From an optimization exercise on the open Yosys and OpenROAD flow, aimed at small area, a short achievable clock period and few clock cycles; shortcuts taken in it are not production practice.
Only simulation tests tie the RTL to the original design; equivalence was not proved.
Power and IR drop assume default switching activity.

**flow/design.v**
```verilog
module scrb_line (
    input  wire        clk,
    input  wire        rst,         
    input  wire        cmd_valid,
    output wire        cmd_ready,
    input  wire [15:0] cmd_x1,      
    input  wire [15:0] cmd_y1,      
    input  wire [15:0] cmd_x2,      
    input  wire [15:0] cmd_y2,      
    input  wire [7:0]  cmd_width,   
    input  wire [10:0] cmd_w,       
    input  wire [10:0] cmd_h,       
    output wire        px_valid,
    input  wire        px_ready,
    output wire [9:0]  px_x,
    output wire [9:0]  px_y,
    output wire        done
);
    function [15:0] sqit;
        input [8:0] rem;
        input [6:0] root;
        input [1:0] pr;
        reg   [10:0] x;
        reg   [8:0]  t;
        begin
            x = {rem, pr};
            t = {root, 2'b01};
            if (x >= {2'b0, t}) sqit = {x[8:0] - t, root[5:0], 1'b1};
            else                sqit = {x[8:0], root[5:0], 1'b0};
        end
    endfunction
    reg       setup;               
    reg [2:0] step;
    reg       run;
    reg        [7:0]  width;
    reg        [9:0]  bw1, bh1;    
    reg        [16:0] dx;
    reg        [17:0] dy;
    reg               sx, sy;      
    reg               noinner;
    reg               xmaj;        
    reg signed [8:0]  snr;         
    reg        [6:0]  rh;          
    reg        [8:0]  kin;         
    wire       [6:0]  r = width[7:1];
    reg               wact;        
    reg signed [17:0] wpx;         
    reg signed [19:0] wd;          
    reg signed [8:0]  woj;         
    reg signed [14:0] wt;          
    reg        [16:0] wn;          
    reg               cap;         
    reg signed [17:0] spx;
    reg signed [19:0] sd;
    reg signed [8:0]  soj;
    reg signed [14:0] st;
    reg        [16:0] sn;
    reg signed [16:0] rowy;
    reg               rowvis;
    reg               pa_pv, pa_eor, pa_z, pa_bv;
    reg signed [11:0] pa_px;
    reg        [3:0]  pa_ra;       
    reg        [2:0]  pa_qa;       
    reg        [7:0]  pa_va;
    reg        [2:0]  pa_rb;
    reg        [1:0]  pa_qb;
    reg        [9:0]  pa_vb;
    reg               pb_pv, pb_eor, pb_z, pb_bv;
    reg signed [11:0] pb_px;
    reg        [6:0]  pb_ra;
    reg        [5:0]  pb_qa;
    reg        [1:0]  pb_va;
    reg        [5:0]  pb_rb;
    reg        [4:0]  pb_qb;
    reg        [3:0]  pb_vb;
    reg               pc_eor;
    reg signed [11:0] pc_l, pc_h, pc_hl, pc_hh;
    reg signed [11:0] ac_lo, ac_hi, ac_hl, ac_hh;    
    reg               rb_v;
    reg signed [11:0] rb_lo, rb_hi, rb_hl, rb_hh;
    reg               e_v, e2_v, e_first;
    reg        [9:0]  e_x, e_end, e_y, e2_s, e2_e;
    reg        [19:0] sa, sb;      
    reg               sc;
    reg        [19:0] na, nb;      
    reg               nc;
    wire              sgy  = dy[16];                        
    wire              pdy  = !dy[16] && (dy[16:0] != 17'd0);
    wire              wmaj = !wd[19];                       
    always @* begin
        na = 20'd0;
        nb = 20'd0;
        nc = 1'b0;
        case (step)
            3'd0: begin na = {{3{dy[16]}}, dy[16:0]}; nb = ~{{3{rowy[16]}}, rowy}; nc = 1'b1; end
            3'd1: begin na = {{3{dx[16]}}, dx} ^ {20{dx[16]}}; nc = dx[16]; end
            3'd2: begin na = {{3{dy[16]}}, dy[16:0]} ^ {20{sgy}}; nc = sgy; end
            3'd3: begin na = {{3{rowy[16]}}, rowy}; nb = pdy ? {{11{snr[8]}}, snr} : {13'd0, rh}; end
            3'd4: begin na = {3'd0, dx}; nb = ~{3'd0, dy[16:0]}; nc = 1'b1; end
            3'd5: begin na = {10'd0, bh1}; nb = ~{{3{rowy[16]}}, rowy}; nc = 1'b1; end
            3'd6: begin na = wd; nb = wmaj ? ~{3'd0, dy[16:0]} : {3'd0, dx}; nc = wmaj; end
            default: ;
        endcase
    end
    wire        [19:0] su   = sa + sb + {19'd0, sc};
    reg               y0hi;
    wire y0_lo = rowy[16];
    wire y0_hi = y0hi;
    wire signed [8:0]  srh  = $signed({2'b0, rh});
    wire rel    = (woj >= snr) && (woj <= srh);
    wire capc   = sy ? (woj < srh) : (woj > snr);
    wire cap_now = capc && !cap;
    wire last_pt = (wn == 17'd0);
    wire rowend = !rel || last_pt || (!rowvis && capc);
    wire eor_busy = pa_eor || pb_eor || pc_eor || rb_v;
    wire wstall = rowend && rowvis && eor_busy;
    wire wgo    = run && wact && !wstall;
    wire dec   = xmaj ? wd[19] : (!wd[19] && (wd != 20'sd0));
    wire stepx = xmaj || dec;
    wire stepy = !xmaj || dec;
    wire        [19:0] k0   = {2'd0, dx, 1'b0};
    wire        [19:0] k1   = {dy[17], dy, 1'b0};
    wire signed [19:0] nd0  = wd + $signed(k0 ^ {20{xmaj}}) + $signed({19'd0, xmaj});
    wire signed [19:0] nd1  = wd + $signed(k1);
    wire signed [19:0] nd   = dec ? nd1 : nd0;
    wire signed [8:0]  ojp  = woj + 9'sd1;
    wire signed [8:0]  ojm  = woj - 9'sd1;
    wire signed [14:0] tp   = wt + $signed({{5{~woj[8]}}, ~woj, 1'b1});    
    wire signed [14:0] tm   = wt + $signed({{5{ojm[8]}}, ojm, 1'b1});      
    wire signed [8:0]  ojadj = sy ? ojp : ojm;
    wire signed [14:0] tadj  = sy ? tp : tm;
    wire signed [16:0] nrowy = rowy + $signed({{16{!sy}}, 1'b1});
    wire nrow_past = rowvis && (sy ? (rowy == $signed({7'd0, bh1})) : (rowy == 17'sd0));
    wire nrow_vis  = rowvis ? !nrow_past : (sy ? (nrowy == 17'sd0) : (nrowy == $signed({7'd0, bh1})));
    wire px_low  = wpx[17] && !(&wpx[16:9]);
    wire px_high = !wpx[17] && ((|wpx[16:11]) || (&wpx[10:9]));
    wire signed [11:0] px_sat = px_low ? -12'sd512 : px_high ? 12'sd1535 : wpx[11:0];
    wire signed [14:0] wu   = wt - $signed({6'd0, kin});                              
    wire [15:0] sa0 = sqit(9'd0, 7'd0, wt[13:12]);
    wire [15:0] sa1 = sqit(sa0[15:7], sa0[6:0], wt[11:10]);
    wire [15:0] sa2 = sqit(sa1[15:7], sa1[6:0], wt[9:8]);
    wire [15:0] sb0 = sqit(9'd0, 7'd0, wu[13:12]);
    wire [15:0] sb1 = sqit(sb0[15:7], sb0[6:0], wu[11:10]);
    wire [15:0] sa3 = sqit({5'd0, pa_ra}, {4'd0, pa_qa}, pa_va[7:6]);
    wire [15:0] sa4 = sqit(sa3[15:7], sa3[6:0], pa_va[5:4]);
    wire [15:0] sb2 = sqit({6'd0, pa_rb}, {5'd0, pa_qb}, pa_vb[9:8]);
    wire [15:0] sb3 = sqit(sb2[15:7], sb2[6:0], pa_vb[7:6]);
    wire [15:0] sb4 = sqit(sb3[15:7], sb3[6:0], pa_vb[5:4]);
    wire [15:0] sa5 = sqit(sa4[15:7], sa4[6:0], pa_va[3:2]);
    wire [15:0] sa6 = sqit({2'd0, pb_ra}, {1'd0, pb_qa}, pb_va);
    wire [15:0] sb5 = sqit({3'd0, pb_rb}, {2'd0, pb_qb}, pb_vb[3:2]);
    wire [15:0] sb6 = sqit(sb5[15:7], sb5[6:0], pb_vb[1:0]);
    wire        [6:0]  pb_a = sa6[6:0];
    wire        [6:0]  pb_b = sb6[6:0];
    wire        [6:0]  ar   = pb_z ? rh : pb_a;      
    wire signed [11:0] sbw1 = $signed({2'd0, bw1});
    wire signed [11:0] q_l  = pb_px - $signed({5'd0, pb_a});
    wire signed [11:0] q_h  = pb_px + $signed({5'd0, ar});
    wire signed [11:0] q_hl = pb_px + $signed({5'b11111, ~pb_b});     
    wire signed [11:0] q_hh = pb_px + $signed({5'd0, pb_b}) + 12'sd1;
    wire signed [11:0] n_lo = (ac_lo < pc_l)  ? ac_lo : pc_l;
    wire signed [11:0] n_hi = (ac_hi > pc_h)  ? ac_hi : pc_h;
    wire signed [11:0] n_hl = (ac_hl > pc_hl) ? ac_hl : pc_hl;
    wire signed [11:0] n_hh = (ac_hh < pc_hh) ? ac_hh : pc_hh;
    wire hole  = rb_hl + 12'sd2 <= rb_hh;
    wire o_hl  = rb_hl > sbw1;
    wire o_hi  = rb_hi > sbw1;
    wire i_lo  = rb_lo <= sbw1;
    wire i_hh  = rb_hh <= sbw1;
    wire [9:0] s1s = rb_lo[11] ? 10'd0 : rb_lo[9:0];
    wire [9:0] s1e = hole ? (o_hl ? bw1 : rb_hl[9:0]) : (o_hi ? bw1 : rb_hi[9:0]);
    wire [9:0] s2s = rb_hh[11] ? 10'd0 : rb_hh[9:0];
    wire [9:0] s2e = o_hi ? bw1 : rb_hi[9:0];
    wire v1    = i_lo && !(hole ? rb_hl[11] : rb_hi[11]);
    wire v2    = hole && i_hh && !rb_hi[11];
    wire fire     = e_v && px_ready;
    wire seg_over = !e_v || (fire && (e_x == e_end));
    wire take_rb  = seg_over && !e2_v && rb_v;
    wire all_empty = !wact && !pa_pv && !pa_eor && !pb_pv && !pb_eor && !pc_eor &&
                     !rb_v && !e_v && !e2_v;
    reg  emp_r;                     
    wire fin = run && emp_r;
    assign cmd_ready = (!setup && !run) || fin;
    assign done      = fin;
    assign px_valid  = e_v;
    assign px_x      = e_x;
    assign px_y      = e_y;
    always @(posedge clk) begin
        if (cmd_ready) begin
            wpx   <= {{2{cmd_x1[15]}}, cmd_x1};
            rowy  <= {cmd_y1[15], cmd_y1};
            dx    <= {cmd_x2[15], cmd_x2};
            dy    <= {{2{cmd_y2[15]}}, cmd_y2};
            width <= cmd_width;
            bw1   <= cmd_w[9:0] - 10'd1;
            bh1   <= cmd_h[9:0] - 10'd1;
            sa    <= {{4{cmd_x2[15]}}, cmd_x2};
            sb    <= ~{{4{cmd_x1[15]}}, cmd_x1};
            sc    <= 1'b1;
        end else begin
            sa    <= na;
            sb    <= nb;
            sc    <= nc;
        end
        if (setup) begin
            snr <= -$signed({2'b0, r});
            rh  <= (r == 7'd0) ? 7'd0 : r - 7'd1;
            kin <= {r, 2'b00} - 9'd3;
            case (step)
                3'd0: dx <= su[16:0];
                3'd1: dy <= su[17:0];
                3'd2: begin dx <= su[16:0]; sx <= !dx[16] && (dx != 17'd0); end
                3'd3: begin dy <= {1'b0, su[16:0]}; sy <= pdy; end
                3'd4: begin
                    rowy    <= su[16:0];
                    noinner <= ((dx == 17'd0) && (dy[16:0] == 17'd0)) || (r < 7'd3);
                end
                3'd5: wd <= su;
                3'd6: begin y0hi <= su[19]; xmaj <= wmaj; end
                default: begin
                    wd <= su;
                    dy <= wd[17:0];
                    dx <= xmaj ? dy[16:0] : dx;
                    wn <= xmaj ? dx : dy[16:0];
                end
            endcase
        end
        if (setup && step == 3'd7) begin
            rowvis  <= !y0_lo && !y0_hi;
            e_y     <= sy ? (y0_lo ? 10'd0 : rowy[9:0]) : (y0_hi ? bh1 : rowy[9:0]);
            e_first <= 1'b1;
            woj     <= sy ? snr : $signed({2'b0, rh});
            wt      <= (sy || r == 7'd0) ? 15'sd0 : $signed({7'd0, r, 1'b0}) - 15'sd1;
            cap     <= 1'b0;
        end
        if (wgo) begin
            if (cap_now) begin
                spx <= wpx;
                sd  <= wd;
                soj <= ojadj;
                st  <= tadj;
                sn  <= wn;
            end
            if (rowend) begin
                cap    <= 1'b0;
                rowy   <= nrowy;
                rowvis <= nrow_vis;
                if (cap_now) begin
                    woj <= ojadj;
                    wt  <= tadj;
                end else begin
                    wpx <= spx;
                    wd  <= sd;
                    woj <= soj;
                    wt  <= st;
                    wn  <= sn;
                end
            end else begin
                if (cap_now) cap <= 1'b1;
                if (stepx) wpx <= wpx + $signed({{17{!sx}}, 1'b1});
                if (stepy) begin
                    woj <= sy ? ojm : ojp;
                    wt  <= sy ? tm : tp;
                end
                wd <= nd;
                wn <= wn - 17'd1;
            end
        end
        pa_px <= px_sat;
        pa_ra <= sa2[10:7];
        pa_qa <= sa2[2:0];
        pa_va <= wt[7:0];
        pa_rb <= sb1[9:7];
        pa_qb <= sb1[1:0];
        pa_vb <= wu[9:0];
        pa_bv <= !noinner && !wu[14];
        pa_z  <= (woj == 9'sd0);
        pb_px <= pa_px;
        pb_ra <= sa5[13:7];
        pb_qa <= sa5[5:0];
        pb_va <= pa_va[1:0];
        pb_rb <= sb4[12:7];
        pb_qb <= sb4[4:0];
        pb_vb <= pa_vb[3:0];
        pc_l  <= (!pb_pv || rst) ?  12'sd2047 : q_l;
        pc_h  <= (!pb_pv || rst) ? -12'sd2048 : q_h;
        pc_hl <= (!pb_pv || rst) ? -12'sd2048 : pb_bv ? q_hl :  12'sd2047;
        pc_hh <= (!pb_pv || rst) ?  12'sd2047 : pb_bv ? q_hh : -12'sd2048;
        pb_bv <= pa_bv;
        pb_z  <= pa_z;
        if (pc_eor) begin
            rb_lo   <= n_lo;
            rb_hi   <= n_hi;
            rb_hl   <= n_hl;
            rb_hh   <= n_hh;
        end
        ac_lo <= (pc_eor || rst) ?  12'sd2047 : n_lo;
        ac_hi <= (pc_eor || rst) ? -12'sd2048 : n_hi;
        ac_hl <= (pc_eor || rst) ? -12'sd2048 : n_hl;
        ac_hh <= (pc_eor || rst) ?  12'sd2047 : n_hh;
        if (seg_over) begin
            if (e2_v) begin
                e_x   <= e2_s;
                e_end <= e2_e;
            end else begin
                e_x   <= v1 ? s1s : s2s;
                e_end <= v1 ? s1e : s2e;
                e2_s  <= s2s;
                e2_e  <= s2e;
            end
        end else if (fire) begin
            e_x <= e_x + 10'd1;
        end
        emp_r <= all_empty && !(setup && step == 3'd7);
        if (take_rb) begin
            e_first <= 1'b0;
            if (!e_first) e_y <= e_y + {{9{!sy}}, 1'b1};
        end
        if (rst) begin
            setup   <= 1'b0;
            step    <= 3'd0;
            run     <= 1'b0;
            wact    <= 1'b0;
            pa_pv   <= 1'b0;
            pa_eor  <= 1'b0;
            pb_pv   <= 1'b0;
            pb_eor  <= 1'b0;
            pc_eor  <= 1'b0;
            rb_v    <= 1'b0;
            e_v     <= 1'b0;
            e2_v    <= 1'b0;
        end else begin
            if (cmd_valid && cmd_ready) setup <= 1'b1;
            if (setup) step <= step + 3'd1;
            if (setup && step == 3'd7) begin
                setup <= 1'b0;
                run  <= 1'b1;
                wact <= (width != 8'd0) && !(sy ? y0_hi : y0_lo);
            end else if (fin) begin
                run  <= 1'b0;
            end
            if (wgo && rowend && (!(cap || cap_now) || nrow_past))
                wact <= 1'b0;
            pa_pv   <= wgo && rel && rowvis;
            pa_eor  <= wgo && rowend && rowvis;
            pb_pv   <= pa_pv;  pb_eor <= pa_eor;
            pc_eor  <= pb_eor;
            if (pc_eor) rb_v <= 1'b1;
            else if (take_rb) rb_v <= 1'b0;
            if (seg_over) begin
                if (e2_v) begin
                    e_v  <= 1'b1;
                    e2_v <= 1'b0;
                end else begin
                    e_v  <= rb_v && (v1 || v2);
                    e2_v <= rb_v && v1 && v2;
                end
            end
        end
    end
endmodule
```
**flow/run.sh**
```bash
#!/bin/bash
# synth_recipe.tcl (not shown) runs the flow's synth.tcl, then flattens the netlist and writes it again
# the make line also repeats each setting of config.mk as NAME=value (left out here)
make -C /OpenROAD-flow-scripts/flow DESIGN_CONFIG=/design/flow/config.mk WORK_HOME=/design/flow/orfs CLKGATE_MAP_FILE= SYNTH_SCRIPT=/design/flow/synth_recipe.tcl finish
```
**flow/constraint.sdc**
```tcl
create_clock -name core_clock -period 11.0 [get_ports {clk}]
set_input_delay 2.2000 -clock core_clock [delete_from_list [all_inputs] [get_ports {clk}]]
set_output_delay 2.2000 -clock core_clock [all_outputs]
set_load 0.01 [all_outputs]
```
**flow/config.mk**
```make
export PLATFORM = sky130hd
export DESIGN_NAME = scrb_line
export DESIGN_NICKNAME = scrb_line
export VERILOG_FILES = /design/flow/design.v
export SDC_FILE = /design/flow/constraint.sdc
export NUM_CORES = 4
export LEC_CHECK = 0
export CAP_MARGIN = 20
export CORE_MARGIN = 2
export CORE_UTILIZATION = 40
export PLACE_DENSITY = 0.6
export SETUP_SLACK_MARGIN = 5
export SLEW_MARGIN = 20
```
==> metrics.cfg, run 1 <==
[power_and_ir_drop]
power.density_nw_per_um2=239
ir_drop_mv=0.150
leakage_nw=17.9

[yosys]
synth_seq_area_share=0.373
synth_compound_area_frac=0.209
syn_area_per_cell_sq_um=9.08
yosys-mux-area-fraction=0.0441
syn_area_sq_um=39000
ys_seq_elements=605
syn_inst=4291
synth_top_family_by_area=compound AO/OA/AOI/OAI gates
synth-warning-count=1
yosysUniqueCellTypes=111
synthAdderAreaFrac=0.122
synth_xor_area_frac=0.0674
synth-simple-area-share=0.138
synth_nets=4761
ys.flop_type=dfxtp_1
async_reset_ff_frac=0
synth_edf_count=241

[floorplan]
coreArea_sq_um=96600
io_pins=121
initial_core_util=0.404
dieArea_sq_um=99900
die_h_um=316
std_cell_rows=114
die_w_um=316

[setup_path]
r2r_cells=28
worstPathArrival_ps=3410
worst_path_largest_cell_delay_ps=710
cp_max_fo=60
crit_type=reg2out
cp_cell_sequence=nor2_1 > nor2_4 > buf_4 > inv_4 > clkdlybuf4s50_1
reg2reg_slack_ps=5550
timing.rr.start=pb_qb[0]$_DFF_P_
cp-start-kind=flop
worstSetupEndpointType=output pin
slowest_stage=dfxtp_4
critPathLaunch=setup$_SDFFE_PP0P_
reg2reg_to=pc_hl[10]$_SDFF_PP0_
required_ps=8800
endpoint=cmd_ready

[clocking]
cts_root_buf=clkbuf_16
clock_latency_ps=650
clockBufferDepth=3
cts_made_buffers=72
clkSlewWorstSetupHoldPaths_ps=60
clock_sinks=605
cts_max_level=3
cts_tree=yes

[routing]
drtIter0Drc=3255
via_count=32900
firstDrtPassIters=7
drcViolationCount=0
drt_wl_total_um=124000
routedWlPerCell_um=21.9
antenna_left=0
vias_per_cell=5.82

[cells_and_area]
n_fill_cell=9227
num-nets-final=4795
seq_area_sq_um=14500
area.growth.synth_to_final_pct=12.6
final_common_cell=dfxtp_1
drive_gt1_frac=0.0682
final_cell_mix=dfxtp_1, ha_1, nand2_1
multi_input_area_sq_um=22700
final_cell_area_sq_um=43900

[sta]
grt_setup_unrepaired=no
tns_ps=0
min_period_ps=5610
relSlewSlack=0.258
finalHoldViolations=0
worst_pin_slew_ps=1100
period_share=0.510
slew_violations=0
setup_viol=0
finalClockSkew_ps=34.1
max_freq_mhz=178

[place]
globalplace.congestion=0.938
post_dp_cell_area_sq_um=41400
port_buffers=118
dp_hpwl_um=92000

[grt]
grt_pass1_wl_um=188000
grt_pass1_vias=31300
grt_max_degree=61
overflow=0
track_usage=0.243
grt_antenna_before_repair=2

[job]
drv_cap=0

[worst_hold_path]
min_path_type=reg2reg

[outcome]
status=timing/DRC/antenna clean

[metrics by stage]
step / instances / setup WS (ps) / power (mW) / utilization / hold slack (ps)
after floorplan: 4291 / 5790 / 6.67 / - / 310
after global placement: 5526 / 5240 / 7.87 / 0.428 / 312
after detailed placement: 5527 / 5310 / 7.89 / 0.428 / 312
after CTS: 5659 / 5090 / 10.5 / 0.454 / 325
after global routing: 5659 / 5090 / 11.2 / 0.455 / 333
final: 5661 / 5390 / 10.5 / 0.455 / 326
[area by class of cell]
cell class / instances / share of cell area
Tap cell: 1276 / 0.0364
Sequential cell: 605 / 0.331
Multi-Input combinational cell: 3217 / 0.517
Clock buffer: 98 / 0.0472
Clock inverter: 34 / 0.0102
Antenna cell: 2 / 0.000114
Timing Repair Buffer: 167 / 0.0353
Inverter: 262 / 0.0229
[logic make-up after synthesis]
group	after synthesis
flip-flops	605
multiplexers	164
AND/OR/NAND/NOR	1134
buffers and inverters	469
AO/OA/AOI/OAI	1247
XOR/XNOR	300
adder cells (fa/ha/maj)	372
[flip-flops by register name (all words and copies together) (netlist names), 18 cells and up]
| signal | count |
|---|---|
| spx | 18 |
| wpx | 18 |
| sd | 20 |
| sa | 20 |
| dy | 18 |
| sb | 18 |
| wd | 20 |
[power by group]
part,internal [mW],switching (mW),total (mW)
logic,2.01,2.75,4.77
clock network,1.50,1.04,2.54
registers,2.70,0.487,3.19
[critical path, delay by kind of cell (launching register included)]
family	cells	cell delay (ps)
buf+inv	3	1700
flops	1	710
simple gates	2	320
[timing repair]
action,CTS,global route
hold buffers,0,0
hold endpoints to repair,0,0
buffers inserted,0,0
resized for setup,0,3
setup endpoints to repair,0,5
[cell usage after synthesis (all sizes together), types with 50 or more instances]
library cell    n  share of area
edfxtp        241           0.19
a21oi         280          0.036
a22oi          50         0.0096
xnor2         183          0.041
mux2i         107          0.027
nor2          307          0.030
o21ai         281          0.036
nand3          92          0.012
a21o           59          0.011
ha            360           0.12
nand2         349          0.034
o21a           55          0.011
a211oi         65          0.013
dfxtp         364           0.19
clkbuf        167          0.016
o22ai         105          0.017
inv           257          0.025
o211ai         79          0.016
nor3           85          0.011
xor2          117          0.026
mux2           57          0.017
[how the worst min path moves through the flow]
stage | from | end | slack, ps | cells after the start
global route | pa_px[4]$_SDFF_PP0_ | pb_px[4]$_DFF_P_ | 330 | 0
detailed placement | pa_vb[3]$_DFF_P_ | pb_vb[3]$_DFF_P_ | 310 | 0
global placement | pa_vb[2]$_DFF_P_ | pb_vb[2]$_DFF_P_ | 310 | 0
floorplan | pa_bv$_DFF_P_ | pb_bv$_DFF_P_ | 310 | 0
finish | pa_vb[3]$_DFF_P_ | pb_vb[3]$_DFF_P_ | 330 | 0
CTS | pa_vb[3]$_DFF_P_ | pb_vb[3]$_DFF_P_ | 330 | 0
[metal layers]
metal	vias up	part of all wire	track usage
met2	1171	0.45	0.392
met4	0	0.041	0.0964
li1	15800	-	-
met5	-	0	0
met1	15700	0.44	0.325
met3	257	0.070	0.0402
Testbench counts, summed over its fixed seeds: cycles 394,003.
==> run 2, diff against run 1 <==
--- a/flow/design.v
+++ b/flow/design.v
@@ -64,5 +64,5 @@
     reg        [7:0]  pa_va;
-    reg        [2:0]  pa_rb;
-    reg        [1:0]  pa_qb;
-    reg        [9:0]  pa_vb;
+    reg        [3:0]  pa_rb;
+    reg        [2:0]  pa_qb;
+    reg        [7:0]  pa_vb;
     reg               pb_pv, pb_eor, pb_z, pb_bv;
@@ -72,5 +72,5 @@
     reg        [1:0]  pb_va;
-    reg        [5:0]  pb_rb;
-    reg        [4:0]  pb_qb;
-    reg        [3:0]  pb_vb;
+    reg        [6:0]  pb_rb;
+    reg        [5:0]  pb_qb;
+    reg        [1:0]  pb_vb;
     reg               pc_eor;
@@ -145,9 +145,9 @@
     wire [15:0] sa4 = sqit(sa3[15:7], sa3[6:0], pa_va[5:4]);
-    wire [15:0] sb2 = sqit({6'd0, pa_rb}, {5'd0, pa_qb}, pa_vb[9:8]);
-    wire [15:0] sb3 = sqit(sb2[15:7], sb2[6:0], pa_vb[7:6]);
+    wire [15:0] sb2 = sqit(sb1[15:7], sb1[6:0], wu[9:8]);
+    wire [15:0] sb3 = sqit({5'd0, pa_rb}, {4'd0, pa_qb}, pa_vb[7:6]);
     wire [15:0] sb4 = sqit(sb3[15:7], sb3[6:0], pa_vb[5:4]);
+    wire [15:0] sb5 = sqit(sb4[15:7], sb4[6:0], pa_vb[3:2]);
     wire [15:0] sa5 = sqit(sa4[15:7], sa4[6:0], pa_va[3:2]);
     wire [15:0] sa6 = sqit({2'd0, pb_ra}, {1'd0, pb_qa}, pb_va);
-    wire [15:0] sb5 = sqit({3'd0, pb_rb}, {2'd0, pb_qb}, pb_vb[3:2]);
-    wire [15:0] sb6 = sqit(sb5[15:7], sb5[6:0], pb_vb[1:0]);
+    wire [15:0] sb6 = sqit({2'd0, pb_rb}, {1'd0, pb_qb}, pb_vb);
     wire        [6:0]  pb_a = sa6[6:0];
@@ -181,4 +181,9 @@
     reg  emp_r;                     
-    wire fin = run && emp_r;
-    assign cmd_ready = (!setup && !run) || fin;
+    reg  cr, dn;                    
+    wire fin = dn;
+    wire last_step = setup && (step == 3'd7);
+    wire setup_n = (cmd_valid && cr) || (setup && !last_step);
+    wire run_n   = last_step || (run && !fin);
+    wire emp_n   = all_empty && !last_step;
+    assign cmd_ready = cr;
     assign done      = fin;
@@ -272,5 +277,5 @@
         pa_va <= wt[7:0];
-        pa_rb <= sb1[9:7];
-        pa_qb <= sb1[1:0];
-        pa_vb <= wu[9:0];
+        pa_rb <= sb2[10:7];
+        pa_qb <= sb2[2:0];
+        pa_vb <= wu[7:0];
         pa_bv <= !noinner && !wu[14];
@@ -281,5 +286,5 @@
         pb_va <= pa_va[1:0];
-        pb_rb <= sb4[12:7];
-        pb_qb <= sb4[4:0];
-        pb_vb <= pa_vb[3:0];
+        pb_rb <= sb5[13:7];
+        pb_qb <= sb5[5:0];
+        pb_vb <= pa_vb[1:0];
         pc_l  <= (!pb_pv || rst) ?  12'sd2047 : q_l;
@@ -313,3 +318,3 @@
         end
-        emp_r <= all_empty && !(setup && step == 3'd7);
+        emp_r <= emp_n;
         if (take_rb) begin
@@ -321,2 +326,4 @@
             step    <= 3'd0;
+            cr      <= 1'b1;
+            dn      <= 1'b0;
             run     <= 1'b0;
@@ -332,2 +339,4 @@
         end else begin
+            cr <= (!setup_n && !run_n) || (run_n && emp_n);
+            dn <= run_n && emp_n;
             if (cmd_valid && cmd_ready) setup <= 1'b1;
==> run 2 against run 1 <==
Net effect:
- still clean on timing, DRC and antenna
- register-to-register slack lost 130 ps
- synthesized cell count shrank 1.7%
- design area shrank 0.20%
- worst setup slack gained 30 ps
- first-iteration DRC count shrank 18%
- utilization shrank 0.089 points
- sequential power shrank 6.6%
- fmax grew 0.53%
- power shrank 18%
- routed wire length shrank 4.4%
- critical path type is now reg2reg
- largest power group unchanged
- highest routed layer unchanged
==> metrics.cfg, run 2 <==
[clocking]
clkSlewWorstSetupHoldPaths_ps=60  ; about the same
clock_sinks=606  ; +0.17%
hold_buffers=0  ; unchanged
clockBufferDepth=3  ; unchanged
cts_root_buf=clkbuf_16
clock_latency_ps=650  ; about the same
cts_tree=yes
cts_max_level=3  ; unchanged
cts_made_buffers=71  ; -1.4%

[yosys]
syn_area_per_cell_sq_um=9.22  ; +1.5%
synth.most_common_cell=dfxtp_1
yosys-mux-area-fraction=0.0568  ; +0.0127
synth_common_cells=dfxtp_1, ha_1, nand2_1
synth_compound_area_frac=0.200  ; -0.00869
ys.flop_type=dfxtp_1
synth-warning-count=1  ; unchanged
synth_edf_count=241  ; unchanged
async_reset_ff_frac=0  ; unchanged
synth-simple-area-share=0.132  ; -0.00582
syn_inst=4217  ; -1.7%
synth_top_family_by_area=compound AO/OA/AOI/OAI gates
ys_seq_elements=606  ; +0.17%
synth.top_cell.area_share=0.188  ; +0.000912
syn_area_sq_um=38900  ; -0.21%
synthAdderAreaFrac=0.122  ; +0.000259
synth_xor_area_frac=0.0703  ; +0.00285
synth.area.top_cells=dfxtp_1, edfxtp_1, ha_1
synth_seq_area_share=0.374  ; +0.00131
yosysUniqueCellTypes=89  ; -20%
synth_nets=4687  ; -1.6%
yosysTopAreaCell=dfxtp_1

[routing]
routedWlPerCell_um=21.2  ; -3.1%
drtIter0Drc=2678  ; -18%
vias_per_cell=5.76  ; -1.1%
drt_wl_total_um=118000  ; -4.4%
firstDrtPassIters=6  ; -1
drcViolationCount=0  ; unchanged
via_count=32100  ; -2.5%
antenna_left=0  ; unchanged

[place]
globalplace.congestion=0.899  ; -4.2%
post_dp_cell_area_sq_um=41300  ; -0.17%
port_buffers=118  ; unchanged
dp_hpwl_um=87100  ; -5.2%

[floorplan]
die_w_um=316  ; -0.10%
die_h_um=316  ; -0.10%
coreArea_sq_um=96600  ; unchanged
std_cell_rows=114  ; unchanged
io_pins=121  ; unchanged
dieArea_sq_um=99700  ; -0.21%
initial_core_util=0.403  ; -0.000855

[cells_and_area]
num-nets-final=4717  ; -1.6%
seq_area_sq_um=14600  ; +0.15%
area.growth.synth_to_final_pct=12.7  ; about the same
drive_gt1_frac=0.0711  ; +0.00286
finalCoreUtilization=0.454  ; -0.000894
final_common_cell=dfxtp_1
final_cell_area_sq_um=43800  ; -0.20%
final_cell_mix=dfxtp_1, ha_1, nand2_1
multi_input_area_sq_um=22700  ; +0.24%
top_regs=sa (20), sd (20), wd (20)
n_fill_cell=9179  ; -0.52%
diodes=0  ; -2

[sta]
finalClockSkew_ps=25.3  ; -8.84 ps
worst_pin_slew_ps=1100  ; +2.25 ps
max_freq_mhz=179  ; +0.53%
setup_viol=0  ; unchanged
period_share=0.507  ; -0.00271
relSlewSlack=0.260  ; +0.00225
slew_violations=0  ; unchanged
grt_setup_unrepaired=no
hold_slack_ps=321  ; -4.27 ps
tns_ps=0  ; unchanged
min_period_ps=5580  ; -29.8 ps
finalHoldViolations=0  ; unchanged

[setup_path]
timing.rr.start=pa_qb[0]$_DFF_P_
cp_max_fo=14  ; -77%
r2r_cells=23  ; -18%
crit_type=reg2reg
reg2reg_to=pb_rb[2]$_DFF_P_
cp-start-kind=flop
reg2reg_slack_ps=5420  ; -130 ps
worstSetupEndpointType=flop
required_ps=11560  ; +2760 ps
worstPathArrival_ps=6140  ; +2730 ps

[worst_hold_path]
holdPathEnd=pb_va[0]$_DFF_P_
min_path_type=reg2reg
hold_path.startpoint=pa_va[0]$_DFF_P_
whs_path_depth=0  ; unchanged

[power_and_ir_drop]
ir_drop_mv=0.141  ; -6.0%
power.density_nw_per_um2=197  ; -17%
leakage_nw=17.9  ; +0.22%

[grt]
grt_antenna_before_repair=0  ; -2
track_usage=0.234  ; -0.00943
overflow=0  ; unchanged
grt_max_degree=65  ; +6.6%
grt_pass1_vias=30500  ; -2.6%
grt_pass1_wl_um=181000  ; -4.0%

[outcome]
status=timing/DRC/antenna clean

[job]
drv_cap=0  ; unchanged

## run 2: layout make-up
cell class,instances,share of cell area
flip-flops and latches,606,0.332
multi-input cells,3155,0.519
clock inverters,37,0.00943
clock buffers,94,0.0456
repair buffers,167,0.0360
inverters,246,0.0211
well taps,1276,0.0364
## run 2: worst max-delay path by stage
stage / start / cells past startpoint / slack, ps / end
2_1_floorplan: pa_qb[2]$_DFF_P_ / 25 / 5530 / pb_rb[5]$_DFF_P_
3_3_place_gp: pa_qa[2]$_DFF_P_ / 23 / 4960 / pb_ra[5]$_DFF_P_
3_5_place_dp: pa_qa[2]$_DFF_P_ / 23 / 4900 / pb_ra[5]$_DFF_P_
4_1_cts: pa_qa[2]$_DFF_P_ / 23 / 5040 / pb_ra[5]$_DFF_P_
5_1_grt: pa_qb[2]$_DFF_P_ / 23 / 5000 / pb_rb[2]$_DFF_P_
6_report: pa_qb[0]$_DFF_P_ / 23 / 5420 / pb_rb[2]$_DFF_P_
## run 2: kinds of logic (layout without fill, tap and decap cells)
family	count (synthesis)	after routing
fa+ha+maj	372	372
xor+xnor	312	312
compound gates	1193	1193
flops	606	606
mux	209	209
buf+inv	456	544
simple gates	1069	1069
## run 2: power by group
part           switching [mW]  total [mW]  internal [mW]
combinational            1.78        3.21           1.42
clock                    1.02        2.46           1.44
sequential              0.378        2.98           2.60
## run 2: what timing repair did
action                                  in CTS  in global routing
gates resized for setup                      1                  9
setup buffers                                0                  3
pin swaps                                    0                  2
endpoints found under the setup margin       2                 16
## run 2: per-stage QoR
stage,worst slack [ps],total power [mW],instances
CTS,5040,8.59,5576
global placement,4960,6.09,5445
finish,5420,8.65,5581
global route,5000,9.17,5581
detailed placement,4900,6.11,5445
floorplan,5530,5.30,4217
## run 2: layer usage
metal	global-route usage	up-vias	wire, um
met5	0	-	0
met4	0.0889	0	4580
met3	0.0375	240	7850
met2	0.379	1104	53800
met1	0.314	15300	52200
li1	-	15500	-
## run 2: critical path, cell delays in order, from the launching register on
cell and delay, ps:
dfxtp_1 330, inv_1 80, ha_1 390, o211ai_1 140
o21ai_0 230, buf_4 220, nor2_1 50, a21oi_1 190
ha_1 330, and3_1 190, a221o_1 340, and2_4 190
or4b_4 620, nand2_1 120, xor2_1 220, ha_1 330
a21o_1 200, a21o_1 170, a221o_1 290, a211oi_1 260
o211ai_2 180, buf_4 200, nand3_1 80, xor2_1 140
Testbench counts of run 2, summed over its fixed seeds: cycles 394,003.
==> run 3, diff against run 2 <==
--- a/flow/design.v
+++ b/flow/design.v
@@ -61,16 +61,15 @@
     reg signed [11:0] pa_px;
-    reg        [3:0]  pa_ra;       
-    reg        [2:0]  pa_qa;       
-    reg        [7:0]  pa_va;
-    reg        [3:0]  pa_rb;
-    reg        [2:0]  pa_qb;
-    reg        [7:0]  pa_vb;
+    reg        [2:0]  pa_ra, pa_rb;    
+    reg        [1:0]  pa_qa, pa_qb;    
+    reg        [9:0]  pa_va, pa_vb;    
     reg               pb_pv, pb_eor, pb_z, pb_bv;
     reg signed [11:0] pb_px;
-    reg        [6:0]  pb_ra;
-    reg        [5:0]  pb_qa;
-    reg        [1:0]  pb_va;
-    reg        [6:0]  pb_rb;
-    reg        [5:0]  pb_qb;
-    reg        [1:0]  pb_vb;
+    reg        [4:0]  pb_ra, pb_rb;
+    reg        [3:0]  pb_qa, pb_qb;
+    reg        [5:0]  pb_va, pb_vb;
+    reg               pe_pv, pe_eor, pe_z, pe_bv;
+    reg signed [11:0] pe_px;
+    reg        [6:0]  pe_ra, pe_rb;
+    reg        [5:0]  pe_qa, pe_qb;
+    reg        [1:0]  pe_va, pe_vb;
     reg               pc_eor;
@@ -114,3 +113,3 @@
     wire rowend = !rel || last_pt || (!rowvis && capc);
-    wire eor_busy = pa_eor || pb_eor || pc_eor || rb_v;
+    wire eor_busy = pa_eor || pb_eor || pe_eor || pc_eor || rb_v;
     wire wstall = rowend && rowvis && eor_busy;
@@ -140,22 +139,22 @@
     wire [15:0] sa1 = sqit(sa0[15:7], sa0[6:0], wt[11:10]);
-    wire [15:0] sa2 = sqit(sa1[15:7], sa1[6:0], wt[9:8]);
     wire [15:0] sb0 = sqit(9'd0, 7'd0, wu[13:12]);
     wire [15:0] sb1 = sqit(sb0[15:7], sb0[6:0], wu[11:10]);
-    wire [15:0] sa3 = sqit({5'd0, pa_ra}, {4'd0, pa_qa}, pa_va[7:6]);
-    wire [15:0] sa4 = sqit(sa3[15:7], sa3[6:0], pa_va[5:4]);
-    wire [15:0] sb2 = sqit(sb1[15:7], sb1[6:0], wu[9:8]);
-    wire [15:0] sb3 = sqit({5'd0, pa_rb}, {4'd0, pa_qb}, pa_vb[7:6]);
-    wire [15:0] sb4 = sqit(sb3[15:7], sb3[6:0], pa_vb[5:4]);
-    wire [15:0] sb5 = sqit(sb4[15:7], sb4[6:0], pa_vb[3:2]);
-    wire [15:0] sa5 = sqit(sa4[15:7], sa4[6:0], pa_va[3:2]);
-    wire [15:0] sa6 = sqit({2'd0, pb_ra}, {1'd0, pb_qa}, pb_va);
-    wire [15:0] sb6 = sqit({2'd0, pb_rb}, {1'd0, pb_qb}, pb_vb);
-    wire        [6:0]  pb_a = sa6[6:0];
-    wire        [6:0]  pb_b = sb6[6:0];
-    wire        [6:0]  ar   = pb_z ? rh : pb_a;      
+    wire [15:0] sa2 = sqit({6'd0, pa_ra}, {5'd0, pa_qa}, pa_va[9:8]);
+    wire [15:0] sa3 = sqit(sa2[15:7], sa2[6:0], pa_va[7:6]);
+    wire [15:0] sb2 = sqit({6'd0, pa_rb}, {5'd0, pa_qb}, pa_vb[9:8]);
+    wire [15:0] sb3 = sqit(sb2[15:7], sb2[6:0], pa_vb[7:6]);
+    wire [15:0] sa4 = sqit({4'd0, pb_ra}, {3'd0, pb_qa}, pb_va[5:4]);
+    wire [15:0] sa5 = sqit(sa4[15:7], sa4[6:0], pb_va[3:2]);
+    wire [15:0] sb4 = sqit({4'd0, pb_rb}, {3'd0, pb_qb}, pb_vb[5:4]);
+    wire [15:0] sb5 = sqit(sb4[15:7], sb4[6:0], pb_vb[3:2]);
+    wire [15:0] sa6 = sqit({2'd0, pe_ra}, {1'd0, pe_qa}, pe_va);
+    wire [15:0] sb6 = sqit({2'd0, pe_rb}, {1'd0, pe_qb}, pe_vb);
+    wire        [6:0]  pe_a = sa6[6:0];
+    wire        [6:0]  pe_b = sb6[6:0];
+    wire        [6:0]  ar   = pe_z ? rh : pe_a;      
     wire signed [11:0] sbw1 = $signed({2'd0, bw1});
-    wire signed [11:0] q_l  = pb_px - $signed({5'd0, pb_a});
-    wire signed [11:0] q_h  = pb_px + $signed({5'd0, ar});
-    wire signed [11:0] q_hl = pb_px + $signed({5'b11111, ~pb_b});     
-    wire signed [11:0] q_hh = pb_px + $signed({5'd0, pb_b}) + 12'sd1;
+    wire signed [11:0] q_l  = pe_px - $signed({5'd0, pe_a});
+    wire signed [11:0] q_h  = pe_px + $signed({5'd0, ar});
+    wire signed [11:0] q_hl = pe_px + $signed({5'b11111, ~pe_b});     
+    wire signed [11:0] q_hh = pe_px + $signed({5'd0, pe_b}) + 12'sd1;
     wire signed [11:0] n_lo = (ac_lo < pc_l)  ? ac_lo : pc_l;
@@ -178,3 +177,3 @@
     wire take_rb  = seg_over && !e2_v && rb_v;
-    wire all_empty = !wact && !pa_pv && !pa_eor && !pb_pv && !pb_eor && !pc_eor &&
+    wire all_empty = !wact && !pa_pv && !pa_eor && !pb_pv && !pb_eor && !pe_pv && !pe_eor && !pc_eor &&
                      !rb_v && !e_v && !e2_v;
@@ -274,8 +273,8 @@
         pa_px <= px_sat;
-        pa_ra <= sa2[10:7];
-        pa_qa <= sa2[2:0];
-        pa_va <= wt[7:0];
-        pa_rb <= sb2[10:7];
-        pa_qb <= sb2[2:0];
-        pa_vb <= wu[7:0];
+        pa_ra <= sa1[9:7];
+        pa_qa <= sa1[1:0];
+        pa_va <= wt[9:0];
+        pa_rb <= sb1[9:7];
+        pa_qb <= sb1[1:0];
+        pa_vb <= wu[9:0];
         pa_bv <= !noinner && !wu[14];
@@ -283,14 +282,23 @@
         pb_px <= pa_px;
-        pb_ra <= sa5[13:7];
-        pb_qa <= sa5[5:0];
-        pb_va <= pa_va[1:0];
-        pb_rb <= sb5[13:7];
-        pb_qb <= sb5[5:0];
-        pb_vb <= pa_vb[1:0];
-        pc_l  <= (!pb_pv || rst) ?  12'sd2047 : q_l;
-        pc_h  <= (!pb_pv || rst) ? -12'sd2048 : q_h;
-        pc_hl <= (!pb_pv || rst) ? -12'sd2048 : pb_bv ? q_hl :  12'sd2047;
-        pc_hh <= (!pb_pv || rst) ?  12'sd2047 : pb_bv ? q_hh : -12'sd2048;
+        pb_ra <= sa3[11:7];
+        pb_qa <= sa3[3:0];
+        pb_va <= pa_va[5:0];
+        pb_rb <= sb3[11:7];
+        pb_qb <= sb3[3:0];
+        pb_vb <= pa_vb[5:0];
         pb_bv <= pa_bv;
         pb_z  <= pa_z;
+        pe_px <= pb_px;
+        pe_ra <= sa5[13:7];
+        pe_qa <= sa5[5:0];
+        pe_va <= pb_va[1:0];
+        pe_rb <= sb5[13:7];
+        pe_qb <= sb5[5:0];
+        pe_vb <= pb_vb[1:0];
+        pe_bv <= pb_bv;
+        pe_z  <= pb_z;
+        pc_l  <= (!pe_pv || rst) ?  12'sd2047 : q_l;
+        pc_h  <= (!pe_pv || rst) ? -12'sd2048 : q_h;
+        pc_hl <= (!pe_pv || rst) ? -12'sd2048 : pe_bv ? q_hl :  12'sd2047;
+        pc_hh <= (!pe_pv || rst) ?  12'sd2047 : pe_bv ? q_hh : -12'sd2048;
         if (pc_eor) begin
@@ -334,2 +342,4 @@
             pb_eor  <= 1'b0;
+            pe_pv   <= 1'b0;
+            pe_eor  <= 1'b0;
             pc_eor  <= 1'b0;
@@ -355,3 +365,4 @@
             pb_pv   <= pa_pv;  pb_eor <= pa_eor;
-            pc_eor  <= pb_eor;
+            pe_pv   <= pb_pv;  pe_eor <= pb_eor;
+            pc_eor  <= pe_eor;
             if (pc_eor) rb_v <= 1'b1;
==> run 3 against run 2 <==
Net effect:
- power grew 14%
- sequential share of layout area is 1.5 points higher
- worst setup slack gained 880 ps
- fmax up 19%
- sequential cell count grew 46
- area after synthesis rose by 1.5%
- register-to-register slack improved by 880 ps
- clock-buffer cell count increased by 10
- combinational power up about 20%
- utilization is 0.065 points higher
- clock skew rose by 3.5 ps
- via count about the same
- largest power group unchanged
==> metrics.cfg, run 3 <==
[sta]
slew_violations=0  ; unchanged
setup_ws_ps=6310  ; +885 ps
worst_pin_slew_ps=1120  ; +14.0 ps
finalClockSkew_ps=28.8  ; +3.49 ps
setup_viol=0  ; unchanged
tns_ps=0  ; unchanged
grt_setup_unrepaired=no
relSlewSlack=0.255  ; -0.00531
hold_slack_ps=311  ; -10.2 ps
min_period_ps=4690  ; -885 ps
period_share=0.426  ; -0.0804
finalHoldViolations=0  ; unchanged
max_freq_mhz=213  ; +19%

[place]
port_buffers=118  ; unchanged
dp_hpwl_um=89000  ; +2.1%
dpl.cell_count=5494  ; +0.90%
globalplace.congestion=0.947  ; +5.4%
place_ws_ps=5690  ; +793 ps

[grt]
use_met1=0.319  ; +0.00546
overflow=0  ; unchanged
grt_max_degree=73  ; +12%
grt_busiest_layer=met2
met2_usage=0.380  ; +0.00133
met3_usage=0.0378  ; +0.000388
grt_antenna_before_repair=2  ; +2
grt_pass1_vias=31100  ; +1.9%
grt_pass1_wl_um=187000  ; +3.3%
track_usage=0.236  ; +0.00253

[power_and_ir_drop]
ir_drop_mv=0.164  ; +16%
clockPowerShare=0.271  ; -0.014
netSwitchingFraction=0.374  ; +0.00584
net-switching-power_mw=3.68  ; +16%
seq_power_share=0.337  ; -0.008
leakage_nw=18.7  ; +4.5%
power.density_nw_per_um2=221  ; +12%
power_mw=9.84  ; +14%
p_comb_frac=0.392  ; +0.021
power.internal_mw=6.16  ; +13%

[clocking]
post_cts_buffers=0  ; unchanged
ctsResizeCount=0  ; -1
cts_tree=yes
clkSlewWorstSetupHoldPaths_ps=60  ; about the same
cts_root_buf=clkbuf_16
clockBufferDepth=3  ; unchanged
clock_latency_ps=650  ; about the same
cts_max_level=3  ; unchanged
clock_sinks=652  ; +7.6%
hold_buffers=0  ; unchanged
cts_made_buffers=75  ; +5.6%

[floorplan]
coreArea_sq_um=98100  ; +1.6%
dieArea_sq_um=101000  ; +1.5%
initial_core_util=0.402  ; -0.000461
die_h_um=318  ; +0.74%
io_pins=121  ; unchanged
std_cell_rows=115  ; +0.88%
die_w_um=318  ; +0.74%

[yosys]
ys_seq_elements=652  ; +7.6%
synth-warning-count=1  ; unchanged
synth_seq_area_share=0.392  ; +0.0178
synth_common_cells=dfxtp_1, ha_1, nand2_1
synth_edf_count=241  ; unchanged
synth.most_common_cell=dfxtp_1
syn_area_per_cell_sq_um=9.31  ; +0.93%
syn_area_sq_um=39500  ; +1.5%
ys.flop_type=dfxtp_1
synth_nets=4714  ; +0.58%
synth.top_cell.area_share=0.208  ; +0.0205
synth.area.top_cells=dfxtp_1, edfxtp_1, ha_1
yosysUniqueCellTypes=81  ; -9.0%
async_reset_ff_frac=0  ; unchanged
syn_inst=4241  ; +0.57%
yosysTopAreaCell=dfxtp_1

[worst_hold_path]
min_path_type=reg2reg

[setup_path]
cp-start-kind=flop
critPathTopFamily=compound AO/OA/AOI/OAI gates
cp_cell_sequence=ha_1 > a2111oi_0 > nand2b_1 > o21ai_0 > o32a_1 > nand3_1 > nor2_1 > buf_4 > o21a_1 > buf_4 > or3_1 > o2111ai_1 > a21oi_1
cp_max_fo=21  ; +7
worst_path_largest_cell_delay_ps=730  ; +110 ps
cpMostUsedCell=buf_4
worstPathArrival_ps=5250  ; -890 ps
required_ps=11560  ; about the same
path_buf_inv=2  ; -1
worstSetupEndpointType=flop
slowest_stage=nor2_1
crit_type=reg2reg

[cells_and_area]
final_common_cell=dfxtp_1
drive_gt1_frac=0.0660  ; -0.00504
num-nets-final=4758  ; +0.87%
finalNonFillerCells=5634  ; +0.95%
n_fill_cell=9457  ; +3.0%
top_regs=sa (20), sd (20), wd (20)
seq_area_sq_um=15500  ; +6.3%
multi_input_area_sq_um=22300  ; -1.9%
area.growth.synth_to_final_pct=13.0
final_cell_mix=dfxtp_1, ha_1, nand2_1

[routing]
vias_per_cell=5.70  ; -1.0%
antenna_left=0  ; unchanged
drtIter0Drc=2791  ; +4.2%
routedWlPerCell_um=21.6  ; +1.7%
drcViolationCount=0  ; unchanged
via_count=32100  ; -0.087%
drt_wl_total_um=122000  ; +2.6%
firstDrtPassIters=6  ; unchanged

[job]
drv_cap=0  ; unchanged

[outcome]
status=timing/DRC/antenna clean

==> run 3: metal layers <==
metal / wire [um] / up-vias
met3: 7890 / 262
met5: 17 / -
met4: 4870 / 2
met2: 54800 / 1099
met1: 54000 / 15300
li1: - / 15400
==> run 3: logic make-up after synthesis <==
| group | synth area share |
|---|---|
| multiplexers | 0.0556 |
| flip-flops | 0.392 |
| AO/OA/AOI/OAI | 0.188 |
| adder cells (fa/ha/maj) | 0.121 |
| buffers and inverters | 0.0451 |
| AND/OR/NAND/NOR | 0.130 |
| XOR/XNOR | 0.0681 |
==> run 3: power groups by stage <==
stage	Clock (mW)	Sequential, mW	Combinational [mW]
floorplan	0	3.11	3.00
finish	2.67	3.32	3.85
CTS	2.72	3.30	3.81
global placement	0	3.35	3.74
detailed placement	0	3.35	3.77
global route	2.82	3.35	4.31
==> run 3: path summary, 6_finish.rpt <==
kind,slack (ps),startpoint,cells past startpoint,endpoint
max,6310,woj[6]$_DFF_P_,13,wd[19]$_DFF_P_
min,310,pb_vb[1]$_DFF_P_,0,pe_vb[1]$_DFF_P_
max reg2reg,6310,woj[6]$_DFF_P_,13,wd[19]$_DFF_P_
min reg2reg,310,pb_vb[1]$_DFF_P_,0,pe_vb[1]$_DFF_P_
==> run 3: worst reg2reg max path: stages (launching register included) <==
cell	delay, ps
dfxtp_1	580
ha_1	340
a2111oi_0	600
nand2b_1	100
o21ai_0	350
o32a_1	300
nand3_1	170
nor2_1	730
buf_4	300
o21a_1	380
buf_4	360
or3_1	160
o2111ai_1	110
a21oi_1	120
==> run 3: layout make-up <==
class                      count  area share
antenna                        1   0.0000561
clock buffer                 104      0.0489
clock inverter                34      0.0100
inverter                     270      0.0228
multi-input combinational   3122       0.501
sequential                   652       0.347
tap                         1287      0.0361
timing repair buffer         164      0.0344
==> run 3: stage by stage <==
stage / cell area (sq um) / util
2_1_floorplan: 39500 / -
3_3_place_gp: 41900 / 0.427
3_5_place_dp: 41900 / 0.427
4_1_cts: 44600 / 0.454
5_1_grt: 44600 / 0.454
6_report: 44600 / 0.454
Testbench counts of run 3, summed over its fixed seeds: cycles 396,579.
==> run 4, diff against run 3 <==
--- a/flow/config.mk
+++ b/flow/config.mk
@@ -7,3 +7,3 @@
 export LEC_CHECK = 0
-export CAP_MARGIN = 20
+export CAP_MARGIN = 0
 export CORE_MARGIN = 2
@@ -12,2 +12,2 @@
 export SETUP_SLACK_MARGIN = 5
-export SLEW_MARGIN = 20
+export SLEW_MARGIN = 0
==> run 4 against run 3 <==
Net effect:
- still clean on timing, DRC and antenna
- clock power about the same
- sequential cell count is the same
- via count is 0.33% lower
- non-clock buffer count decreased by 1
- first-iteration DRC count grew 3.4%
- combinational power about the same
- largest power group unchanged
==> metrics.cfg, run 4 <==
[place]
globalplace.congestion=0.947  ; unchanged
dp_hpwl_um=89000  ; unchanged
place_ws_ps=5690  ; unchanged
dpl.cell_count=5494  ; unchanged
post_dp_cell_area_sq_um=41900  ; unchanged
port_buffers=118  ; unchanged

[yosys]
synth_top_family_by_area=compound AO/OA/AOI/OAI gates
yosysUniqueCellTypes=81  ; unchanged
syn_area_per_cell_sq_um=9.31  ; unchanged
synth.top_cell.area_share=0.208  ; unchanged
synthAdderAreaFrac=0.121  ; unchanged
ys_seq_elements=652  ; unchanged
synth_compound_area_frac=0.188  ; unchanged
synth.most_common_cell=dfxtp_1
synth_edf_count=241  ; unchanged
synth_nets=4714  ; unchanged
synth-warning-count=1  ; unchanged
yosys-mux-area-fraction=0.0556  ; unchanged
yosysTopAreaCell=dfxtp_1
synth_common_cells=dfxtp_1, ha_1, nand2_1
synth_seq_area_share=0.392  ; unchanged
ys.flop_type=dfxtp_1
syn_inst=4241  ; unchanged
synth.area.top_cells=dfxtp_1, edfxtp_1, ha_1
synth-simple-area-share=0.130  ; unchanged
async_reset_ff_frac=0  ; unchanged
syn_area_sq_um=39500  ; unchanged
synth_xor_area_frac=0.0681  ; unchanged

[setup_path]
critPathLaunch=woj[6]$_DFF_P_
worstPathArrival_ps=5270  ; +20 ps
worstSetupEndpointType=flop
timing.rr.start=woj[6]$_DFF_P_
reg2reg_slack_ps=6290  ; -20 ps
slowest_stage=nor2_1
critPathTopFamily=compound AO/OA/AOI/OAI gates
reg2reg_to=wd[19]$_DFF_P_
worst_path_largest_cell_delay_ps=740  ; about the same
cp_max_fo=21  ; unchanged
cp_cell_sequence=ha_1 > a2111oi_0 > nand2b_1 > o21ai_0 > o32a_1 > nand3_1 > nor2_1 > buf_4 > o21a_1 > buf_4 > or3_1 > o2111ai_1 > a21oi_1
cp.depth=13  ; unchanged
crit_type=reg2reg
path_buf_inv=2  ; unchanged
cp-start-kind=flop
r2r_cells=13  ; unchanged
required_ps=11560  ; about the same
endpoint=wd[19]$_DFF_P_
cpMostUsedCell=buf_4

[job]
drv_cap=0  ; unchanged

[floorplan]
std_cell_rows=115  ; unchanged
io_pins=121  ; unchanged
die_h_um=318  ; unchanged
initial_core_util=0.402  ; unchanged
dieArea_sq_um=101000  ; unchanged
coreArea_sq_um=98100  ; unchanged
die_w_um=318  ; unchanged

[routing]
firstDrtPassIters=6  ; unchanged
routedWlPerCell_um=21.5  ; -0.20%
drcViolationCount=0  ; unchanged
drtIter0Drc=2886  ; +3.4%
via_count=32000  ; -0.33%
antenna_left=0  ; unchanged
vias_per_cell=5.68  ; -0.32%
drt_wl_total_um=121000  ; -0.22%

[sta]
finalHoldViolations=0  ; unchanged
tns_ps=0  ; unchanged
hold_slack_ps=309  ; -1.58 ps
setup_viol=0  ; unchanged
max_freq_mhz=212  ; -0.40%
slew_violations=0  ; unchanged
setup_ws_ps=6290  ; -19.0 ps
min_period_ps=4710  ; +19.0 ps
finalClockSkew_ps=30.5  ; +1.71 ps
relSlewSlack=0.215  ; -0.0398
worst_pin_slew_ps=1180  ; +58.4 ps
period_share=0.428  ; +0.00173
grt_setup_unrepaired=no

[clocking]
clock_sinks=652  ; unchanged
cts_max_level=3  ; unchanged
post_cts_buffers=0  ; unchanged
cts_made_buffers=75  ; unchanged
cts_tree=yes
clkSlewWorstSetupHoldPaths_ps=60  ; about the same
cts_root_buf=clkbuf_16
clockBufferDepth=3  ; unchanged
hold_buffers=0  ; unchanged
clock_latency_ps=650  ; about the same
ctsResizeCount=0  ; unchanged

[power_and_ir_drop]
seq_power_share=0.338  ; about the same
leakage_nw=18.7  ; about the same
net-switching-power_mw=3.67  ; -0.38%
ir_drop_mv=0.164  ; about the same
netSwitchingFraction=0.373  ; -0.000700
clockPowerShare=0.272  ; about the same
p_comb_frac=0.390  ; -0.002
power.density_nw_per_um2=220  ; -0.14%
power_mw=9.82  ; -0.19%
power.internal_mw=6.16  ; about the same

[grt]
grt_pass1_vias=31100  ; unchanged
grt_max_degree=73  ; unchanged
grt_antenna_before_repair=2  ; unchanged
overflow=0  ; unchanged
grt_pass1_wl_um=187000  ; unchanged
track_usage=0.236  ; unchanged

[cells_and_area]
final_cell_mix=dfxtp_1, ha_1, nand2_1
finalCoreUtilization=0.454  ; about the same
final_common_cell=dfxtp_1
n_fill_cell=9457  ; unchanged
final_cell_area_sq_um=44600  ; about the same
num-nets-final=4757  ; -0.021%
area.growth.synth_to_final_pct=12.9  ; about the same
finalNonFillerCells=5633  ; -0.018%
top_regs=sa (20), sd (20), wd (20)
drive_gt1_frac=0.0654  ; -0.000675

[worst_hold_path]
min_path_type=reg2reg
hold_path.startpoint=pb_vb[1]$_DFF_P_

[outcome]
status=timing/DRC/antenna clean

run 4: cell count changes in the layout (fill, tap and decap cells not counted), sizes merged:
cell	previous run	this run
buf	46	45
run 4: layout make-up:
cell class                      count  area (sq um)  share of cell area
Multi-Input combinational cell   3122         22300               0.501
Sequential cell                   652         15500               0.347
Clock buffer                      104          2180              0.0489
Tap cell                         1287          1610              0.0361
Timing Repair Buffer              163          1520              0.0341
Inverter                          270          1020              0.0228
Clock inverter                     34           447              0.0100
Antenna cell                        1          2.50           0.0000562
run 4: cells by family (layout without fill, tap and decap cells):
group	count (synthesis)	after routing
AOI/OAI and AO/OA	1156	1156
other	0	1
and+or+nand+nor	1073	1073
buffers and inverters	467	571
xor gates and xnor gates	307	307
muxes	211	211
adders and majority gates	375	375
DFF	652	652
run 4: per-layer routing:
metal / track usage / routed length (um) / up-vias
met5: 0 / 17 / -
met4: 0.0910 / 4800 / 2
met3: 0.0378 / 8550 / 249
met2: 0.380 / 54600 / 1096
met1: 0.319 / 53300 / 15200
li1: - / - / 15400
run 4: worst min path at each step:
stage / slack [ps] / to / cells after the start
floorplan: 310 / pb_bv$_DFF_P_ / 0
global placement: 310 / pe_px[9]$_DFF_P_ / 0
detailed placement: 310 / pb_px[11]$_DFF_P_ / 0
CTS: 310 / pe_vb[1]$_DFF_P_ / 0
global route: 320 / pe_vb[1]$_DFF_P_ / 0
finish: 310 / pe_vb[1]$_DFF_P_ / 0
run 4: power by group through the flow:
| stage | logic, mW | clock network (mW) | registers [mW] |
|---|---|---|---|
| finish | 3.83 | 2.67 | 3.32 |
| global route | 4.30 | 2.82 | 3.35 |
| CTS | 3.81 | 2.72 | 3.30 |
| detailed placement | 3.77 | 0 | 3.35 |
| global placement | 3.74 | 0 | 3.35 |
| floorplan | 3.00 | 0 | 3.11 |
run 4: worst reg2reg max path: stages (launching register included):
cell,delay [ps]
dfxtp_1,590
ha_1,340
a2111oi_0,590
nand2b_1,100
o21ai_0,360
o32a_1,300
nand3_1,170
nor2_1,740
buf_4,300
o21a_1,390
buf_4,360
or3_1,160
o2111ai_1,110
a21oi_1,120
==> run 5, diff against run 4 <==
--- a/flow/config.mk
+++ b/flow/config.mk
@@ -7,7 +7,7 @@
 export LEC_CHECK = 0
-export CAP_MARGIN = 0
+export CAP_MARGIN = 20
 export CORE_MARGIN = 2
-export CORE_UTILIZATION = 40
-export PLACE_DENSITY = 0.6
+export CORE_UTILIZATION = 65
+export PLACE_DENSITY = 0.75
 export SETUP_SLACK_MARGIN = 5
-export SLEW_MARGIN = 0
+export SLEW_MARGIN = 20
==> run 5 against run 4 <==
Net effect:
- non-clock buffer count fell by 3
- critical endpoint is now wpx[9]$_DFF_P_
- combinational power barely moved
- clock-buffer cell count fell by 10
- area after synthesis did not move
==> metrics.cfg, run 5 <==
[routing]
vias_per_cell=6.36  ; +12%
drtIter0Drc=3406  ; +18%
drcViolationCount=0  ; unchanged
via_count=32600  ; +1.8%
routedWlPerCell_um=21.9  ; +1.8%
antenna_left=0  ; unchanged
drt_wl_total_um=112000  ; -7.4%
firstDrtPassIters=8  ; +2

[place]
globalplace.congestion=0.985  ; +3.9%
port_buffers=118  ; unchanged
dp_hpwl_um=82500  ; -7.2%
post_dp_cell_area_sq_um=41300  ; -1.6%

[cells_and_area]
final_cell_area_sq_um=43700  ; -2.0%
num-nets-final=4753  ; -0.084%
final_common_cell=dfxtp_1
drive_gt1_frac=0.0652  ; -0.000185
top_regs=sa (20), sd (20), wd (20)
final_cell_mix=dfxtp_1, ha_1, nand2_1
area.growth.synth_to_final_pct=10.7
diodes=0  ; -1

[grt]
overflow=0  ; unchanged
grt_antenna_before_repair=0  ; -2
grt_pass1_vias=30900  ; -0.50%
track_usage=0.353  ; +0.117
grt_pass1_wl_um=174000  ; -6.8%
grt_max_degree=74  ; +1.4%

[sta]
worst_pin_slew_ps=1160  ; -12.6 ps
max_freq_mhz=201  ; -5.5%
finalHoldViolations=0  ; unchanged
slew_violations=0  ; unchanged
grt_setup_unrepaired=no
hold_slack_ps=324  ; +14.2 ps
finalClockSkew_ps=20.7  ; -9.76 ps
relSlewSlack=0.214  ; -0.000996
setup_viol=0  ; unchanged
tns_ps=0  ; unchanged
period_share=0.453  ; +0.0251
min_period_ps=4990  ; +276 ps

[setup_path]
timing.rr.start=wn[0]$_DFF_P_
reg2reg_to=wpx[9]$_DFF_P_
cp_max_fo=35  ; +67%
worstPathArrival_ps=5530  ; +260 ps
worstSetupEndpointType=flop
required_ps=11540  ; -20 ps
crit_type=reg2reg
r2r_cells=14  ; +1
reg2reg_slack_ps=6010  ; -280 ps
cp-start-kind=flop

[job]
drv_cap=0  ; unchanged

[yosys]
synth.area.top_cells=dfxtp_1, edfxtp_1, ha_1
syn_inst=4241  ; unchanged
synth.most_common_cell=dfxtp_1
synth_nets=4714  ; unchanged
async_reset_ff_frac=0  ; unchanged
synth.top_cell.area_share=0.208  ; unchanged
yosysTopAreaCell=dfxtp_1
syn_area_per_cell_sq_um=9.31  ; unchanged
ys.flop_type=dfxtp_1
synth_common_cells=dfxtp_1, ha_1, nand2_1
yosysUniqueCellTypes=81  ; unchanged
synth-warning-count=1  ; unchanged
ys_seq_elements=652  ; unchanged
synth_seq_area_share=0.392  ; unchanged
syn_area_sq_um=39500  ; unchanged
synth_edf_count=241  ; unchanged

[clocking]
clkSlewWorstSetupHoldPaths_ps=60  ; about the same
cts_tree=yes
cts_made_buffers=74  ; -1.3%
cts_root_buf=clkbuf_16
clockBufferDepth=3  ; unchanged
ctsResizeCount=0  ; unchanged
post_cts_buffers=0  ; unchanged
hold_buffers=0  ; unchanged
clock_latency_ps=620  ; -30 ps
cts_max_level=3  ; unchanged
clock_sinks=652  ; unchanged

[floorplan]
coreArea_sq_um=60200  ; -39%
initial_core_util=0.655  ; +0.253
die_h_um=250  ; -21%
die_w_um=250  ; -21%
std_cell_rows=90  ; -22%
dieArea_sq_um=62700  ; -38%
io_pins=121  ; unchanged

[power_and_ir_drop]
power.density_nw_per_um2=219  ; -0.57%
ir_drop_mv=0.219  ; +34%
power_mw=9.57  ; -2.5%
leakage_nw=18.6  ; -0.61%

[worst_hold_path]
min_path_type=reg2reg
holdPathEnd=pe_px[7]$_DFF_P_
whs_path_depth=0  ; unchanged
hold_path.startpoint=pb_px[7]$_DFF_P_

[outcome]
status=timing/DRC/antenna clean

run 5: cell counts after synthesis:
No cell type changed its count.
run 5: routing by layer:
| metal | vias up | part of all wire | track usage |
|---|---|---|---|
| li1 | 15400 | - | - |
| met1 | 15300 | 0.40 | 0.457 |
| met2 | 1469 | 0.45 | 0.569 |
| met3 | 326 | 0.088 | 0.0575 |
| met4 | 0 | 0.057 | 0.189 |
| met5 | - | 0 | 0 |
run 5: power by group:
group / total [mW] / internal, mW / switching (mW)
sequential: 3.31 / 2.86 / 0.446
combinational: 3.83 / 1.69 / 2.14
clock: 2.43 / 1.40 / 1.03
total: 9.57 / 5.96 / 3.62
run 5: kinds of logic after synthesis:
family | Yosys count | share of synthesized area
adder cells (fa/ha/maj) | 375 | 0.121
XOR/XNOR | 307 | 0.0681
buffers and inverters | 467 | 0.0451
AO/OA/AOI/OAI | 1156 | 0.188
AND/OR/NAND/NOR | 1073 | 0.130
flip-flops | 652 | 0.392
multiplexers | 211 | 0.0556
run 5: area by class of cell:
class                      instances  area (sq um)
timing repair buffer             160          1500
multi-input combinational       3122         22300
clock inverter                    44           364
sequential                       652         15500
clock buffer                      94          2040
fill                            4587         16600
inverter                         270          1020
tap                              782           978
run 5: how the worst max path moves through the flow:
stage	startpoint	to	slack (ps)
2_1_floorplan	rh[6]$_SDFFCE_PP0P_	sd[0]$_DFFE_PP_	5910
3_3_place_gp	wn[0]$_DFF_P_	wpx[9]$_DFF_P_	6120
3_5_place_dp	wn[0]$_DFF_P_	wpx[9]$_DFF_P_	6090
4_1_cts	wn[0]$_DFF_P_	wpx[9]$_DFF_P_	6120
5_1_grt	woj[6]$_DFF_P_	wpx[9]$_DFF_P_	5750
6_report	wn[0]$_DFF_P_	wpx[9]$_DFF_P_	6010
run 5: critical path: stages (launching register included):
cell and delay, ps:
dfxtp_1 330, inv_1 90, ha_1 210, or4b_4 520, or3_4 440, or4_1 520
or2_1 300, nand3_1 170, or2_2 500, buf_4 510, nand2_1 90, buf_4 320
nor2_1 580, a22oi_1 180, o21ai_0 100
run 5: metrics by stage:
step           worst slack (ps)  cells  utilization
3_3_place_gp               6120   4986        0.685
2_1_floorplan              5910   4241            -
5_1_grt                    5750   5124        0.725
3_5_place_dp               6090   4986        0.685
6_report                   6010   5124        0.725
4_1_cts                    6120   5124        0.725

==> what the ideal ports hide <==
The flow's constraints put no driver on any port. The routed layouts listed below were extracted and timed again, unchanged, in two steps.
Step 1, drivers: a clkbuf_16 drives clk and a buf_2 each remaining input, both assumed.
Step 2, shift: input delay + t, output delay - t, t = (earliest + latest rising clock arrival at the registers) / 2. This alone moves slack from input paths to output paths.
Slacks: no drivers / after step 1 / after step 2; pairs: no drivers / after step 1.
| run | t, ns | setup WS [ns] | hold WS [ns] | cell pins on the clock port's net |
|---|---|---|---|---|
| run 1 | 0.711 | 5.394 / 5.320 / 5.552 | 0.326 / 0.326 / 0.326 | 1 |
| run 2 | 0.698 | 5.424 / 5.424 / 5.424 | 0.321 / 0.321 / 0.321 | 1 |
| run 3 | 0.700 | 6.309 / 6.309 / 5.698 | 0.311 / 0.311 / 0.311 | 1 |
| run 4 | 0.701 | 6.290 / 6.290 / 5.684 | 0.309 / 0.309 / 0.309 | 1 |
| run 5 | 0.677 | 6.014 / 6.014 / 6.014 | 0.324 / 0.324 / 0.324 | 1 |
After both steps setup and hold are still met in every run listed. For run 3, which loses most, drivers alone change the setup slack by 0.000 ns; drivers and shift together by -0.611 ns.
